From an optimization exercise on the open Yosys and OpenROAD flow, aimed at small area, a short achievable clock period and few clock cycles per item; shortcuts taken in it are not production practice. Function was checked by simulation only, so behaviour that the tests miss may differ from the original. Power figures rest on the tool's default switching activity, not on a simulated workload.

==> inputs of maple <==
## bse
module bse (
    input  wire        clk,
    input  wire        rst,
    input  wire        cmd_valid,
    output wire        cmd_ready,
    input  wire [31:0] cmd,
    input  wire [63:0] a0,
    input  wire [63:0] a1,
    input  wire [63:0] a2,
    input  wire [63:0] a3,
    output reg         done,
    output reg  [63:0] r0,
    output wire [63:0] r1,
    output reg  [2:0]  err,
    output reg  [6:0]  sticky
);
Settings: LEC_CHECK=0, ABC_AREA=1, CAP_MARGIN=20, CORE_MARGIN=2, CORE_UTILIZATION=50, PLACE_DENSITY=0.6, SLEW_MARGIN=20, SETUP_SLACK_MARGIN=10, CTS_ARGS=-sink_clustering_enable -repair_clock_nets -dont_use_dummy_load; clock period 15.0 ns.
standard.sh (not shown) runs the stock make flow with config.mk's settings and CLKGATE_MAP_FILE= SYNTH_SCRIPT=/design/flow/synth_recipe.tcl, a recipe that flattens the netlist after the stock synthesis.
==> flow/flow/run.sh <==
#!/bin/bash
# Own layout flow: the standard flow (standard.sh, which runs ORFS from
# the standard synthesis to the final layout), unchanged except that
#  - the timing repair after floorplan, CTS and global route aims for a setup
#    slack of SETUP_SLACK_MARGIN ns instead of 0, and
#  - clock tree synthesis inserts no dummy loads.
# The clock period, the SDC and every other setting are the design's and
# config.mk's.
set -euo pipefail
cat >> config.mk <<'CFG'
export SETUP_SLACK_MARGIN = 10
export CTS_ARGS = -sink_clustering_enable -repair_clock_nets -dont_use_dummy_load
CFG
bash standard.sh > standard.log 2>&1
==> garnet (differences from maple) <==
--- a/flow/design.v
+++ b/flow/design.v
@@ -50,11 +50,13 @@
             default: c_w = 7'd64;
         endcase
     end
     wire        c_sub     = (c_opc == OP_WRR) || (c_opc == OP_RDR);
     wire        c_rdbyte  = (c_opc == OP_RDBYTE);
-    wire        c_rngflag = a1[63] || a2[63] || (|a1[62:7]) || (|a2[62:7]);
+    wire [7:0]  c_bc      = {1'b0, a1[6:0]} + {1'b0, a2[6:0]};
+    wire        c_rngbad  = a1[63] || a2[63] || (|a1[62:7]) || (|a2[62:7]) ||
+                            (c_bc > {1'b0, c_w});
     wire        c_arrtmem = (|a0) || (|a1);
     wire        c_a0big   = |a0[62:9];
     wire        c_ndp     = (c_opc >= OP_WR && c_opc <= OP_RDR) || c_rdbyte ||
                             c_form_dab || c_form_da;
     wire [65:0] ax = {3'b000, a1[62:0]};
@@ -92,12 +94,11 @@
     reg  [7:0]  i_opc;
     reg  [1:0]  i_sd, i_sa, i_sb;
     reg  [63:0] i_a0;
     reg         i_a0neg, i_a0big;
     reg  [6:0]  i_b, i_c;
-    reg  [2:0]  i_wid;
-    reg         i_rngflag, i_arrtmem, i_aneg;
+    reg         i_rngbad, i_arrtmem, i_aneg;
     reg  [3:0]  i_bg, i_bp;
     reg         i_g64, i_p64, i_p65;
     reg         i_build, i_ndp;
     reg         stall;               
     reg         rdy_q;               
@@ -116,12 +117,11 @@
             i_a0      <= a0;
             i_a0neg   <= a0[63];
             i_a0big   <= c_a0big;
             i_b       <= c_sub ? a1[6:0] : 7'd0;
             i_c       <= c_sub ? a2[6:0] : c_rdbyte ? 7'd8 : c_w;
-            i_wid     <= c_wid;
-            i_rngflag <= c_rngflag;
+            i_rngbad  <= c_rngbad;
             i_arrtmem <= c_arrtmem;
             i_aneg    <= c_aneg;
             i_bg      <= c_bg;
             i_bp      <= c_bp;
             i_g64     <= c_g64;
@@ -208,14 +208,13 @@
     wire [8:0]  LA    = len_q[i_sa];
     wire [8:0]  LB    = len_q[i_sb];
     wire [9:0]  wend  = s_wend[d];
     wire [9:0]  wlast = wend - 10'd1;
     wire        cap_bad = |(dsel & s_capbad);
-    wire [4:0]  need   = wend[9:5] + {4'd0, wend[4:0] != 5'd0};
-    wire        nw_ok1 = ({1'b0, NW} >= need);
-    wire        nw_ok2 = ({NW, 1'b0} >= need);
-    wire        nw_ok3 = ({NW[3:0], 2'b0} >= {1'b0, need}) || NW[3];
+    wire        nw_ok1 = ({1'b0, NW, 5'd0} >= wend);
+    wire        nw_ok2 = ({1'b0, NW, 6'd0} >= {1'b0, wend});
+    wire        nw_ok3 = ({1'b0, NW, 7'd0} >= {2'b0, wend});
     wire [3:0]  wr_nw = nw_ok1 ? NW : nw_ok2 ? {NW[2:0], 1'b0} : nw_ok3 ? {NW[1:0], 2'b0} :
                         {NW[0], 3'b0};
     wire [8:0]  avail = s_avail[d];
     wire        rd_short = |(dsel & s_short);
     wire [6:0]  rd_k  = rd_short ? avail[6:0] : i_c;
@@ -223,21 +222,11 @@
     wire [10:0] n_st  = s_st[d];
     wire [8:0] initc_sum = i_a0[8:0] + 9'd31;
     wire [3:0] initc_nw  = (i_a0[8:0] == 9'd0) ? 4'd1 : initc_sum[8:5];
     wire       initc_big = i_a0big || (i_a0[8:0] > 9'd256);
     wire setpos_bad = i_a0neg || i_a0big || (i_a0[8:0] > L);
-    reg  [6:0] ex_w;
-    always @(*) begin
-        case (i_wid)
-            3'd0:    ex_w = 7'd1;
-            3'd1:    ex_w = 7'd8;
-            3'd2:    ex_w = 7'd16;
-            3'd3:    ex_w = 7'd32;
-            default: ex_w = 7'd64;
-        endcase
-    end
-    wire rng_bad    = i_rngflag || ({1'b0, i_b} + {1'b0, i_c} > {1'b0, ex_w});
+    wire rng_bad    = i_rngbad;
     wire arr_c64    = i_bg[3] | (i_bp[3] & (i_bg[2] | (i_bp[2] & (i_bg[1] | (i_bp[1] & i_bg[0])))));
     wire arr_c65    = i_g64 | (i_p64 & arr_c64);
     wire arr_bad    = i_aneg || (i_p65 ^ arr_c65);
     wire open_d = |(dsel & open_q);
     wire open_a = |(asel & open_q);
@@ -269,11 +258,11 @@
     reg         b_last;              
     reg         b_bin, b_shl, b_shr;
     reg  [2:0]  b_op;
     reg  [1:0]  b_sa, b_sb, b_sd;
     reg  [10:0] b_off;               
-    reg  [9:0]  b_e;                 
+    reg  [8:0]  b_len;
     reg  [3:0]  b_step;
     reg  [2:0]  b_np;
     wire        b_more = bact && !b_last;
     wire [8:0]  ncap   = initc_big ? 9'd256 : i_a0[8:0];
     wire        x_bin  = b_more ? b_bin : op_dab;
@@ -284,12 +273,11 @@
     wire [1:0]  x_sa   = b_more ? b_sa  : i_sa;
     wire [1:0]  x_sb   = b_more ? b_sb  : i_sb;
     wire [1:0]  x_sd   = b_more ? b_sd  : d;
     wire [10:0] x_off  = b_more ? b_off : op_shl ? {2'b0, ncap} :
                                           op_shr ? (11'd0 - {2'b0, ncap}) : 11'd0;
-    wire [9:0]  e0     = op_shl ? {1'b0, LA} - {1'b0, ncap} : {1'b0, ncap};
-    wire [9:0]  x_e    = b_more ? b_e : e0;
+    wire [8:0]  x_len  = b_more ? b_len : LA;
     wire [2:0]  np0    = LA[8:6] + {2'd0, LA[5:0] != 6'd0};
     wire [2:0]  x_np   = b_more ? b_np : np0;
     wire [3:0]  x_step = b_more ? b_step + 4'd1 : 4'd0;
     wire [3:0]  x_nst  = x_bin ? {x_np, 1'b0} : {1'b0, x_np};    
     wire        x_last = (x_step == x_nst - 4'd1);
@@ -300,12 +288,14 @@
     wire        x_wr   = x_bin ? x_step[0] : 1'b1;
     wire [1:0]  x_cw   = x_cr;
     wire [10:0] x_st   = {3'd0, x_cr, 6'd0} + (x_bin ? 11'd0 : x_off);
     wire [1:0]  x_rs   = (x_bin && x_step[0]) ? x_sb : x_sa;
     wire [2:0]  x_vop  = x_op;
-    wire [3:0]  x_th   = x_e[9:6] - {2'd0, x_cr};
-    wire [6:0]  x_tc   = x_th[3] ? 7'd0 : (x_th[2:0] != 3'd0) ? 7'd64 : {1'b0, x_e[5:0]};
+    wire [11:0] shl_hi_s = {3'b0, x_len} - {x_st[10], x_st};
+    wire [6:0]  shl_hi   = shl_hi_s[11] ? 7'd0 : (shl_hi_s >= 12'd64) ? 7'd64 : shl_hi_s[6:0];
+    wire [11:0] shr_lo_s = 12'd0 - {x_st[10], x_st};
+    wire [6:0]  shr_lo   = shr_lo_s[11] ? 7'd0 : (shr_lo_s >= 12'd64) ? 7'd64 : shr_lo_s[6:0];
     wire n_iv    = stall ? i_v : cmd_valid;
     wire n_indp  = stall ? i_ndp : c_ndp;
     wire n_stall = !rst && n_iv && n_indp && x_run && !x_last;
     function [3:0] hkof;
         input [2:0] w0;
@@ -324,11 +314,10 @@
     wire [10:0] u_st    = bsel ? x_st : n_st;
     reg  [31:0] dc_bsel;             
     reg  [11:0] dc_rot;              
     reg  [4:0]  dc_sh;               
     reg  [6:0]  dc_rlo, dc_rk;       
-    reg         dc_rfull;
     reg  [3:0]  dc_wsoh;             
     reg  [7:0]  dc_words;            
     reg  [11:0] dc_plc;              
     reg         dc_wrn;              
     reg  [3:0]  dc_mlo, dc_mhi;      
@@ -358,20 +347,18 @@
     always @(posedge clk) begin
         dc_bsel <= u_bsel;
         dc_rot  <= (!bsel && op_wr) ? 12'd0 : {u_r2, u_r1, u_r0};
         dc_sh   <= u_st[4:0];
         if (bsel) begin
-            dc_rlo   <= x_shr ? x_tc : 7'd0;
-            dc_rk    <= x_tc;
-            dc_rfull <= !x_shl;
+            dc_rlo   <= x_shr ? shr_lo : 7'd0;
+            dc_rk    <= x_shl ? shl_hi : x_shr ? 7'd64 - shr_lo : 7'd64;
             dc_wsoh  <= (x_run && x_wr) ? (4'b0001 << x_sd) : 4'd0;
             dc_words <= 8'b11 << {x_cw, 1'b0};
             dc_vop   <= x_vop;
         end else begin
             dc_rlo   <= i_b;
             dc_rk    <= rd_k;
-            dc_rfull <= 1'b0;
             dc_wsoh  <= (ok && op_wr && i_c != 7'd0) ? dsel : 4'd0;
             dc_words <= n_words;
             dc_vop   <= V_X;
         end
         dc_plc  <= bsel ? 12'd0 : n_plc;
@@ -424,11 +411,11 @@
                     open_q[d] <= 1'b0;
                 if (op_setpos)
                     pos_q[d] <= i_a0[8:0];
                 if (op_wr) begin
                     pos_q[d] <= wend[8:0];
-                    if (rd_short)                
+                    if (wend[8:0] > L)
                         len_q[d] <= wend[8:0];
                     nw_q[d]  <= wr_nw;
                 end
                 if (op_rd)
                     pos_q[d] <= rd_np;
@@ -448,11 +435,11 @@
         b_op   <= x_op;
         b_sa   <= x_sa;
         b_sb   <= x_sb;
         b_sd   <= x_sd;
         b_off  <= x_off;
-        b_e    <= x_e;
+        b_len  <= x_len;
         b_step <= x_step;
         b_np   <= x_np;
     end
     wire [127:0]  bus;
     wire [1023:0] mq;                
@@ -517,11 +504,11 @@
             assign vrev[gv] = dc_val[63 - gv];
         end
     endgenerate
     wire [95:0] sin    = win | ({96{dc_wrn}} & {vrev, 32'd0});
     wire [95:0] win_sh = sin >> dc_sh;
-    wire [6:0]  rhi    = dc_rfull ? 7'd64 : dc_rlo + dc_rk;
+    wire [6:0]  rhi    = dc_rlo + dc_rk;
     wire [63:0] rmask  = therm(dc_rlo) & ~therm(rhi);
     wire [63:0] X      = win_sh[63:0] & rmask;
     reg [63:0] bd1, bd0;
     always @(*) begin
         case (dc_vop)
==> willow (differences from maple) <==
--- a/flow/design.v
+++ b/flow/design.v
@@ -135,11 +135,12 @@
     reg  [3:0] nw_q  [0:3];
     reg  [8:0] len_q [0:3];
     reg  [8:0] pos_q [0:3];
     wire [7:0] opc = i_opc;
     wire [1:0] d   = i_sd;
-    wire       go  = i_v && !stall;
+    reg        go_q;                 
+    wire       go  = go_q;
     wire g0x = !opc[6] && !opc[5] && !opc[4];
     wire g1x = !opc[6] && !opc[5] &&  opc[4];
     wire g2x = !opc[6] &&  opc[5] && !opc[4];
     wire g3x =  opc[5] &&  opc[4];
     wire g4x =  opc[6];
@@ -176,10 +177,11 @@
     wire [3:0] bsl  = 4'b0001 << i_sb;
     wire [3:0]  s_capbad, s_short;
     wire [9:0]  s_wend  [0:3];
     wire [8:0]  s_avail [0:3];
     wire [10:0] s_st    [0:3];
+    wire [3:0]  s_wrnw  [0:3];       
     genvar gs;
     generate
         for (gs = 0; gs < 4; gs = gs + 1) begin : M
             wire [8:0]  p  = pos_q[gs];
             wire [3:0]  nw = nw_q[gs];
@@ -194,10 +196,16 @@
                     default: lim = 4'd8;
                 endcase
             end
             wire [10:0] room = {2'd0, lim, 5'd0} - {2'd0, p} - {4'd0, i_c};
             assign s_wend[gs]   = we;
+            wire [4:0]  need = we[9:5] + {4'd0, we[4:0] != 5'd0};
+            wire nw_ok1 = ({1'b0, nw} >= need);
+            wire nw_ok2 = ({nw, 1'b0} >= need);
+            wire nw_ok3 = ({nw[3:0], 2'b0} >= {1'b0, need});
+            assign s_wrnw[gs] = nw_ok1 ? nw : nw_ok2 ? {nw[2:0], 1'b0} :
+                                nw_ok3 ? {nw[1:0], 2'b0} : {nw[0], 3'b0};
             assign s_capbad[gs] = room[10];
             assign s_avail[gs]  = len_q[gs] - p;
             assign s_short[gs]  = ({2'b0, i_c} >= s_avail[gs]);
             assign s_st[gs]     = {2'b0, p} - {4'b0, i_b};
         end
@@ -208,16 +216,10 @@
     wire [8:0]  LA    = len_q[i_sa];
     wire [8:0]  LB    = len_q[i_sb];
     wire [9:0]  wend  = s_wend[d];
     wire [9:0]  wlast = wend - 10'd1;
     wire        cap_bad = |(dsel & s_capbad);
-    wire [4:0]  need   = wend[9:5] + {4'd0, wend[4:0] != 5'd0};
-    wire        nw_ok1 = ({1'b0, NW} >= need);
-    wire        nw_ok2 = ({NW, 1'b0} >= need);
-    wire        nw_ok3 = ({NW[3:0], 2'b0} >= {1'b0, need}) || NW[3];
-    wire [3:0]  wr_nw = nw_ok1 ? NW : nw_ok2 ? {NW[2:0], 1'b0} : nw_ok3 ? {NW[1:0], 2'b0} :
-                        {NW[0], 3'b0};
     wire [8:0]  avail = s_avail[d];
     wire        rd_short = |(dsel & s_short);
     wire [6:0]  rd_k  = rd_short ? avail[6:0] : i_c;
     wire [8:0]  rd_np = rd_short ? L : wend[8:0];
     wire [10:0] n_st  = s_st[d];
@@ -289,21 +291,22 @@
     wire [9:0]  e0     = op_shl ? {1'b0, LA} - {1'b0, ncap} : {1'b0, ncap};
     wire [9:0]  x_e    = b_more ? b_e : e0;
     wire [2:0]  np0    = LA[8:6] + {2'd0, LA[5:0] != 6'd0};
     wire [2:0]  x_np   = b_more ? b_np : np0;
     wire [3:0]  x_step = b_more ? b_step + 4'd1 : 4'd0;
-    wire [3:0]  x_nst  = x_bin ? {x_np, 1'b0} : {1'b0, x_np};    
+    wire [3:0]  x_nst  = x_bin ? {x_np, 1'b1} : {1'b0, x_np} + 4'd1;    
     wire        x_last = (x_step == x_nst - 4'd1);
     wire        x_run  = b_more || (ok && i_build && np0 != 3'd0);
-    wire        x_rd   = x_bin && !x_step[0];       
+    wire        x_rd   = x_bin ? (x_step[3:1] != x_np) : (x_step[2:0] != x_np);
     wire [1:0]  x_npm1 = x_np[1:0] - 2'd1;
     wire [1:0]  x_cr   = x_bin ? x_step[2:1] : x_shr ? x_npm1 - x_step[1:0] : x_step[1:0];
-    wire        x_wr   = x_bin ? x_step[0] : 1'b1;
-    wire [1:0]  x_cw   = x_cr;
+    wire        x_wr   = x_bin ? (!x_step[0] && x_step != 4'd0) : (x_step != 4'd0);
+    wire [1:0]  x_cw   = x_bin ? x_step[2:1] - 2'd1 :
+                         x_shr ? x_np[1:0] - x_step[1:0] : x_step[1:0] - 2'd1;
     wire [10:0] x_st   = {3'd0, x_cr, 6'd0} + (x_bin ? 11'd0 : x_off);
     wire [1:0]  x_rs   = (x_bin && x_step[0]) ? x_sb : x_sa;
-    wire [2:0]  x_vop  = x_op;
+    wire [2:0]  x_vop  = (x_bin && !x_step[0]) ? V_X : x_op;
     wire [3:0]  x_th   = x_e[9:6] - {2'd0, x_cr};
     wire [6:0]  x_tc   = x_th[3] ? 7'd0 : (x_th[2:0] != 3'd0) ? 7'd64 : {1'b0, x_e[5:0]};
     wire n_iv    = stall ? i_v : cmd_valid;
     wire n_indp  = stall ? i_ndp : c_ndp;
     wire n_stall = !rst && n_iv && n_indp && x_run && !x_last;
@@ -328,16 +331,16 @@
     reg  [6:0]  dc_rlo, dc_rk;       
     reg         dc_rfull;
     reg  [3:0]  dc_wsoh;             
     reg  [7:0]  dc_words;            
     reg  [11:0] dc_plc;              
-    reg         dc_wrn;              
     reg  [3:0]  dc_mlo, dc_mhi;      
     reg  [4:0]  dc_plo, dc_phi;      
-    reg  [63:0] dc_val;              
+    reg  [95:0] dc_y;
+    wire [63:0] dc_val = dc_y[63:0];
     reg         dc_bupd;             
-    reg         dc_bld;              
+    reg  [3:0]  dc_bld;              
     reg  [2:0]  dc_vop;
     wire [3:0]  u_hk  = hkof(u_st[7:5]);
     wire [3:0]  u_oh  = 4'b0001 << u_st[6:5];
     wire [3:0]  u_r0  = u_oh;
     wire [3:0]  u_r1  = {u_oh[2:0], u_oh[3]};
@@ -355,11 +358,11 @@
         end
     end
     wire [63:0] bd;
     always @(posedge clk) begin
         dc_bsel <= u_bsel;
-        dc_rot  <= (!bsel && op_wr) ? 12'd0 : {u_r2, u_r1, u_r0};
+        dc_rot  <= {u_r2, u_r1, u_r0};
         dc_sh   <= u_st[4:0];
         if (bsel) begin
             dc_rlo   <= x_shr ? x_tc : 7'd0;
             dc_rk    <= x_tc;
             dc_rfull <= !x_shl;
@@ -373,18 +376,17 @@
             dc_wsoh  <= (ok && op_wr && i_c != 7'd0) ? dsel : 4'd0;
             dc_words <= n_words;
             dc_vop   <= V_X;
         end
         dc_plc  <= bsel ? 12'd0 : n_plc;
-        dc_wrn  <= !bsel && op_wr;
         dc_mlo  <= bsel ? 4'd0 : 4'b0001 << wf[1:0];
         dc_mhi  <= bsel ? 4'd0 : 4'b0001 << wl[1:0];
         dc_bupd <= x_run && x_rd;
-        dc_bld  <= bsel;
+        dc_bld  <= bsel ? (x_cw[0] ? 4'b1100 : 4'b0011) : 4'b0000;
         dc_plo  <= P[4:0];
         dc_phi  <= wlast[4:0];
-        dc_val  <= dc_bupd ? X : i_a0;
+        dc_y    <= dc_bupd ? {32'd0, bd} : {32'd0, i_a0} << n_st[4:0];
     end
     reg        da_v;
     reg  [2:0] da_err;
     reg        da_r0w, da_r0x, da_rdff;
     reg  [9:0] da_q;
@@ -402,10 +404,11 @@
     end
     integer k;
     always @(posedge clk) begin
         stall <= n_stall;
         rdy_q <= !n_stall;
+        go_q  <= !rst && n_iv && !n_stall;
         if (rst) begin
             open_q <= 4'hF;
             for (k = 0; k < 4; k = k + 1) begin
                 nw_q[k]  <= 4'd1;
                 len_q[k] <= 9'd0;
@@ -426,11 +429,13 @@
                     pos_q[d] <= i_a0[8:0];
                 if (op_wr) begin
                     pos_q[d] <= wend[8:0];
                     if (rd_short)                
                         len_q[d] <= wend[8:0];
-                    nw_q[d]  <= wr_nw;
+                    for (k = 0; k < 4; k = k + 1)
+                        if (dsel[k])
+                            nw_q[k] <= s_wrnw[k];
                 end
                 if (op_rd)
                     pos_q[d] <= rd_np;
                 if (op_dab || op_da) begin
                     open_q[d] <= 1'b1;
@@ -508,19 +513,11 @@
                    ({32{oh[2]}} & b[95:64]) | ({32{oh[3]}} & b[127:96]);
         end
     endfunction
     wire [95:0] win = {sel4(dc_rot[11:8], banks), sel4(dc_rot[7:4], banks),
                        sel4(dc_rot[3:0], banks)};
-    wire [63:0] vrev;
-    genvar gv;
-    generate
-        for (gv = 0; gv < 64; gv = gv + 1) begin : VR
-            assign vrev[gv] = dc_val[63 - gv];
-        end
-    endgenerate
-    wire [95:0] sin    = win | ({96{dc_wrn}} & {vrev, 32'd0});
-    wire [95:0] win_sh = sin >> dc_sh;
+    wire [95:0] win_sh = win >> dc_sh;
     wire [6:0]  rhi    = dc_rfull ? 7'd64 : dc_rlo + dc_rk;
     wire [63:0] rmask  = therm(dc_rlo) & ~therm(rhi);
     wire [63:0] X      = win_sh[63:0] & rmask;
     reg [63:0] bd1, bd0;
     always @(*) begin
@@ -531,24 +528,19 @@
             V_XOR:   begin bd1 = ~dc_val; bd0 = dc_val;  end
             default: begin bd1 = ~64'd0;  bd0 = 64'd0;   end
         endcase
     end
     assign bd = (X & bd1) | (~X & bd0);
-    wire [95:0] y;
-    generate
-        for (gv = 0; gv < 96; gv = gv + 1) begin : YR
-            assign y[gv] = win_sh[95 - gv];
-        end
-    endgenerate
+    wire [95:0] y   = dc_y;
     wire [31:0] tlo = ~32'd0 << dc_plo;
     wire [31:0] thi = ~(~32'd0 << dc_phi) | (32'd1 << dc_phi);
     generate
         for (gk = 0; gk < 4; gk = gk + 1) begin : K
             wire [31:0] yk = ({32{dc_plc[gk*3 + 0]}} & y[31:0]) |
                              ({32{dc_plc[gk*3 + 1]}} & y[63:32]) |
                              ({32{dc_plc[gk*3 + 2]}} & y[95:64]) |
-                             ({32{dc_bld}} & bd[(gk%2)*32 +: 32]);
+                             ({32{dc_bld[gk]}} & dc_val[(gk%2)*32 +: 32]);
             wire [31:0] mk = (dc_mlo[gk] ? tlo : ~32'd0) & (dc_mhi[gk] ? thi : ~32'd0);
             assign bus[gk*32 +: 32] = (yk & mk) | (banks[gk*32 +: 32] & ~mk);
         end
     endgenerate
     reg [6:0] r1_q;
--- a/flow/flow/run.sh
+++ b/flow/flow/run.sh
@@ -6,9 +6,9 @@
 #  - clock tree synthesis inserts no dummy loads.
 # The clock period, the SDC and every other setting are the design's and
 # config.mk's.
 set -euo pipefail
 cat >> config.mk <<'CFG'
-export SETUP_SLACK_MARGIN = 10
+export SETUP_SLACK_MARGIN = 11
 export CTS_ARGS = -sink_clustering_enable -repair_clock_nets -dont_use_dummy_load
 CFG
 bash standard.sh > standard.log 2>&1
Settings changed: SETUP_SLACK_MARGIN 10 to 11.
==> comparison table <==
metric                                                                garnet        maple       willow
M1 wire length                                                     158100 um    165700 um    152500 um
Die span in y                                                       416.7 um     422.3 um     430.4 um
Worst Skew                                                         0.1255 ns    0.1474 ns    0.1189 ns
Crit-path slowest cell                                               a21oi_4      a21oi_4     edfxtp_1
Combinational-cell power consumption                                 6.74 mW      6.68 mW      4.92 mW
Fin area                                                         100200 um^2  100200 um^2  108400 um^2
Simple-gate portion of the synthesized area                           0.2408       0.3085       0.2831
Count of inverters not on the clock network in the layout                861          848          905
Met2 wire length                                                   193000 um    199600 um    172300 um
WHS                                                                0.4399 ns    0.4036 ns    0.4576 ns
Max rail drop VDD                                                0.0001326 V  0.0001248 V  0.0001085 V
Min-Delay Endpoint                                                dc_val[49]   dc_val[18]      r1_q[6]
TritonCTS buffer count                                                   154          157          163
Area growth from synthesis to final layout                            17.63%       14.56%       19.24%
Proportion of power drawn by flip-flops and latches                    0.343        0.346        0.400
Required time of the critical path                                  15.57 ns     15.61 ns     15.72 ns
Internal power contribution                                         8.478 mW     8.357 mW     8.338 mW
Number of enable-type register cells in the synthesized netlist         1215         1218         1218
Final standard cell utilization of the core                           0.5919       0.5766       0.5998
Relative contribution of combinational cells to total power            0.435        0.434        0.352
Run status                                  no timing/DRC/antenna violations  no timing/DRC/antenna violations  no timing/DRC/antenna violations
Cell row count                                                           151          153          156
Antenna violations before repair                                          59           47           26
Total chip power                                                    15.50 mW     15.41 mW     13.97 mW
Total number of sequential cells                                        1535         1537         1569
Number of distinct library cells after synthesis                          80           67           64
Testbench counts of maple, summed over its fixed seeds: cycles 33,253, cmds 32,000.
Testbench counts of garnet, summed over its fixed seeds: cycles 33,253, cmds 32,000.
Testbench counts of willow, summed over its fixed seeds: cycles 34,296, cmds 32,000.

port drivers added, routing unchanged:
The flow's constraints put no driver on any port. The routed layouts listed below were extracted and timed again, unchanged, in two steps. Step 1 (the two cells are an assumption about what drives the block):
set clk [get_ports {clk}]
set_driving_cell -lib_cell sky130_fd_sc_hd__clkbuf_16 $clk
set_driving_cell -lib_cell sky130_fd_sc_hd__buf_2 [delete_from_list [all_inputs] $clk]
Step 2 adds t to the input delays and takes it off the output delays; t is the mean of the earliest and latest rising clock arrival at the registers after step 1. Input paths then give back, and output paths get back, about the clock's delay inside the block. Three values: ideal, step 1, step 2; two values: the first two.
| run | shift t [ns] | setup WS [ns] | worst setup path at the end | latest minus earliest clock arrival (ns) | slew at the worst register clock pin (ns) |
|---|---|---|---|---|---|
| maple | 0.914 | 9.665 / 9.665 / 9.264 | input to register | 0.148 / 0.147 | 0.08 / 0.08 |
| garnet | 0.904 | 9.261 / 9.261 / 9.170 | input to register | 0.126 / 0.126 | 0.08 / 0.08 |
| willow | 0.877 | 10.622 / 10.554 / 9.917 | input to register | 0.125 / 0.125 | 0.07 / 0.07 |
After both steps every run listed still meets setup and hold. For willow, which loses most, drivers alone change the setup slack by -0.068 ns; drivers and shift together by -0.705 ns.
